From an optimization exercise on the open Yosys and OpenROAD flow, aimed at small area, a short achievable clock period and few clock cycles; shortcuts taken in it are not production practice.
Only simulation tests tie the RTL to the original design; equivalence was not proved.
Power and IR drop assume default switching activity.

branch lagoon:
// ence464_core
module ence464_core (
    input             clk,
    input             rst,         
    input             cmd_valid,
    output            cmd_ready,
    input      [31:0] cmd,
    input      [31:0] ticks,       
    input             full_dh,     
    input             full_dy,     
    input             full_ah,     
    input             full_ay,     
    output reg        rsp_valid,
    output reg [2:0]  rsp_status,
    output reg [15:0] rsp_data,
    output reg [7:0]  rsp_events,
    output reg [3:0]  rsp_fatal,
    output reg [11:0] pub_disp_h,
    output reg [8:0]  pub_disp_y,
    output reg [6:0]  pub_act_h,
    output reg [6:0]  pub_act_y
);
Size: roughly 7200 cells after synthesis, about 810 flip-flops, ~140 I/O pins, roughly 62000 um2 of cells after synthesis.
Settings: LEC_CHECK=0, CAP_MARGIN=20, CORE_MARGIN=2, CORE_UTILIZATION=40, SLEW_MARGIN=20; clock period 80.0 ns.
standard.sh (not shown) runs the stock make flow with config.mk's settings and CLKGATE_MAP_FILE= SYNTH_SCRIPT=/design/flow/synth_recipe.tcl, a recipe that flattens the netlist after the stock synthesis.
==> flow/flow/run.sh <==
#!/bin/bash
# The standard layout (the standard.sh, all of its steps unchanged), except
# that the ports are buffered with sky130_fd_sc_hd__buf_2 rather than the
# buffer the placer picks by default (a delay cell). Every port still gets its
# own buffer. standard.sh's full output goes to standard.log here; ORFS's own
# per-step logs stay under orfs/logs.
set -e
export BUFFER_PORTS_ARGS="-buffer_cell sky130_fd_sc_hd__buf_2"
bash standard.sh > standard.log 2>&1
branch lagoon | stages: all done | timing, DRC, antenna: all pass
Testbench counts of branch lagoon, summed over its fixed seeds: cycles 31,640.
Modified inputs, branch cedar compared to branch lagoon
--- a/flow/design.v
+++ b/flow/design.v
@@ -194,18 +194,18 @@
     wire signed [9:0]  Ey       = ey + (parked ? 10'sd0 : 10'sd40);
     reg [29:0] el;
     reg [15:0] mh;            
     reg [15:0] mEh;           
     reg [12:0] my;            
     reg [12:0] mEy;           
     reg [10:0] lh;            
     reg [7:0]  ly;            
-    reg signed [31:0] dh;     
-    reg signed [28:0] dy;     
+    reg signed [32:0] dh;     
+    reg signed [29:0] dy;     
     reg        eng_y;         
     reg        pub_h, pub_y;
     reg        vs_h, vs_y;    
     reg [27:0] v_w;           
     reg        v_pend, v_axis_y, v_neg, v_big, v_pub;
     wire ld;                  
     wire [15:0] mh0 = {{2{eh[12]}}, eh, 1'b0};
     wire [12:0] my0 = {{2{ey[9]}}, ey, 1'b0};
@@ -313,32 +313,33 @@
     wire [47:0] ah   = (s2_ctl & clr_h) ? 48'd0 : pidh_i;
     wire [47:0] ay   = (s2_ctl & clr_y) ? 48'd0 : pidy_i;
     wire [49:0] hs_x = {ah[47], ah, 1'b1} + {{16{bd_h[3]}}, mg_h ^ {33{bd_h[3]}}, bd_h[3]};
     wire [49:0] ys_x = {ay[47], ay, 1'b1} + {{16{bd_y[3]}}, mg_y ^ {33{bd_y[3]}}, bd_y[3]};
     wire signed [48:0] hs_sum = hs_x[49:1];
     wire signed [48:0] ys_sum = ys_x[49:1];
     wire signed [48:0] h0_sum = hs_sum;
     wire signed [48:0] y0_sum = ys_sum;
-    wire signed [31:0] dh_nx  = (s2_ctl ? 32'sd0 : (dh <<< 3)) +
+    wire signed [32:0] dh_nx  = (s2_ctl ? 33'sd0 : (dh <<< 3)) +
                                 (bd_Eh[3] ? -$signed({1'b0, mc_h}) : $signed({1'b0, mc_h}));
-    wire signed [28:0] dy_nx  = (s2_ctl ? 29'sd0 : (dy <<< 3)) +
+    wire signed [29:0] dy_nx  = (s2_ctl ? 30'sd0 : (dy <<< 3)) +
                                 (bd_Ey[3] ? -$signed({1'b0, mc_y}) : $signed({1'b0, mc_y}));
     wire signed [48:0] xh     = {hs_sum[37:0], lh};
     wire signed [48:0] xy     = {ys_sum[40:0], ly};
     wire signed [47:0] xh_sat = (xh[48] ^ xh[47]) ? {xh[48], {47{~xh[48]}}} : xh[47:0];
     wire signed [47:0] xy_sat = (xy[48] ^ xy[47]) ? {xy[48], {47{~xy[48]}}} : xy[47:0];
-    wire signed [38:0] vv     = (vs_y ? $signed(pidy_i[47:10]) : $signed(pidh_i[47:11])) +
-                                (vs_y ? $signed(dy) : $signed(dh));
-    wire               vv_neg = vv[38];
-    assign             vh_lo  = vv[28:0];
-    assign             vy_lo  = {3'b0, vv[25:0]};
-    wire               vh_big = ~vv[38] & ((|vv[37:29]) | ge_vh);
-    wire               vy_big = ~vv[38] & ((|vv[37:26]) | ge_vy);
-    wire [27:0]        vy5    = {vv[25:0], 2'b00} + {2'b00, vv[25:0]};
+    wire signed [37:0] vh     = $signed(pidh_i[47:11]) + dh;
+    wire signed [38:0] vy     = $signed(pidy_i[47:10]) + dy;
+    wire               vh_neg = vh[37];
+    assign             vh_lo  = vh[28:0];
+    wire               vh_big = ~vh[37] & ((|vh[36:29]) | ge_vh);
+    wire               vy_neg = vy[38];
+    assign             vy_lo  = {3'b0, vy[25:0]};
+    wire               vy_big = ~vy[38] & ((|vy[37:26]) | ge_vy);
+    wire [27:0]        vy5    = {vy[25:0], 2'b00} + {2'b00, vy[25:0]};
     wire [28:0] dv_t6 = {1'b0, v_w} - {2'b0, Q_UNIT, 6'b0};
     wire [26:0] dv_r6 = dv_t6[28] ? v_w[26:0] : dv_t6[26:0];
     wire [27:0] dv_t5 = {1'b0, dv_r6} - {2'b0, Q_UNIT, 5'b0};
     wire [25:0] dv_r5 = dv_t5[27] ? dv_r6[25:0] : dv_t5[25:0];
     wire [26:0] dv_t4 = {1'b0, dv_r5} - {2'b0, Q_UNIT, 4'b0};
     wire [24:0] dv_r4 = dv_t4[26] ? dv_r5[24:0] : dv_t4[24:0];
     wire [25:0] dv_t3 = {1'b0, dv_r4} - {2'b0, Q_UNIT, 3'b0};
     wire [23:0] dv_r3 = dv_t3[25] ? dv_r4[23:0] : dv_t3[23:0];
@@ -569,25 +570,25 @@
                         pidy_i <= {{2{ys_sum[48]}}, ys_sum[48:3]};
                         ly     <= {ys_sum[2:0], ly[7:3]};
                     end
                 end
             end
             if (vs_h) begin
                 v_pend   <= 1'b1;
                 v_axis_y <= 1'b0;
-                v_neg    <= vv_neg;
+                v_neg    <= vh_neg;
                 v_big    <= vh_big;
-                v_w      <= vv[28:1];
+                v_w      <= vh[28:1];
                 v_pub    <= pub_h;
             end
             if (vs_y) begin
                 v_pend   <= 1'b1;
                 v_axis_y <= 1'b1;
-                v_neg    <= vv_neg;
+                v_neg    <= vy_neg;
                 v_big    <= vy_big;
                 v_w      <= vy5;
                 v_pub    <= pub_y;
             end
             if (go) begin
                 case (op)
                 OP_WR: begin
                     if (sel) begin
Findings:
Number of buffers created by CTS in branch cedar is 2 above branch lagoon. Between branch cedar and branch lagoon, it is branch cedar whose portion of total power attributed to sequential cells is higher, by 0.6 points. Compound-gate portion of the synthesized area delta for branch cedar relative to branch lagoon: 0.66 points higher. On post-route standard cell area excluding fillers, branch lagoon beats branch cedar. Compared with branch lagoon, total power in branch cedar decreased slightly. Delta (branch cedar minus branch lagoon): count of clock-buffer cells in the layout decreased 4, initial antenna violation count increased 4, global-route track usage on met1 increased 0.49 points, count of TritonRoute iterations in the first routing pass decreased 1. Delta (branch cedar minus branch lagoon): worst hold margin went down 0.0075 ns, utilization went up 0.16 points. Of branch cedar and branch lagoon, it is branch cedar that has the higher adder-cell share of the synthesized area. The initial core utilization on branch lagoon is in line with that on branch cedar. Synthesized netlist cell count of branch lagoon is on par with branch cedar.
Testbench counts of branch cedar, summed over its fixed seeds: cycles 31,640.

afterwards: timing with drivers on the ports:
No port has a modelled driver above. Below, the same layouts with a new extraction and two added sets of constraints. Step 1 (the two cells are an assumption about what drives the block):
set clk [get_ports {clk}]
set_driving_cell -lib_cell sky130_fd_sc_hd__clkbuf_16 $clk
set_driving_cell -lib_cell sky130_fd_sc_hd__buf_2 [delete_from_list [all_inputs] $clk]
Step 2 moves the port delays by t, midway between the first and last clock arrival at a register: inputs arrive t later, outputs are due t later. That takes back most of the time a late clock gives input paths. a / b / c = ideal / step 1 / step 2; a / b = the first two.
run | t (ns) | setup slack, ns | hold slack, ns | clock arrival spread, ns | slew at the worst register clock pin (ns)
branch lagoon | 0.798 | 62.641 / 62.559 / 62.260 | 0.325 / 0.325 / 0.325 | 0.096 / 0.096 | 0.07 / 0.07
branch cedar | 0.789 | 62.740 / 62.657 / 62.772 | 0.318 / 0.318 / 0.318 | 0.064 / 0.064 | 0.07 / 0.07
After both steps setup and hold are still met in every run listed. The setup slack of branch lagoon, which loses most, moves by -0.082 ns with the drivers and by -0.381 ns with both steps.
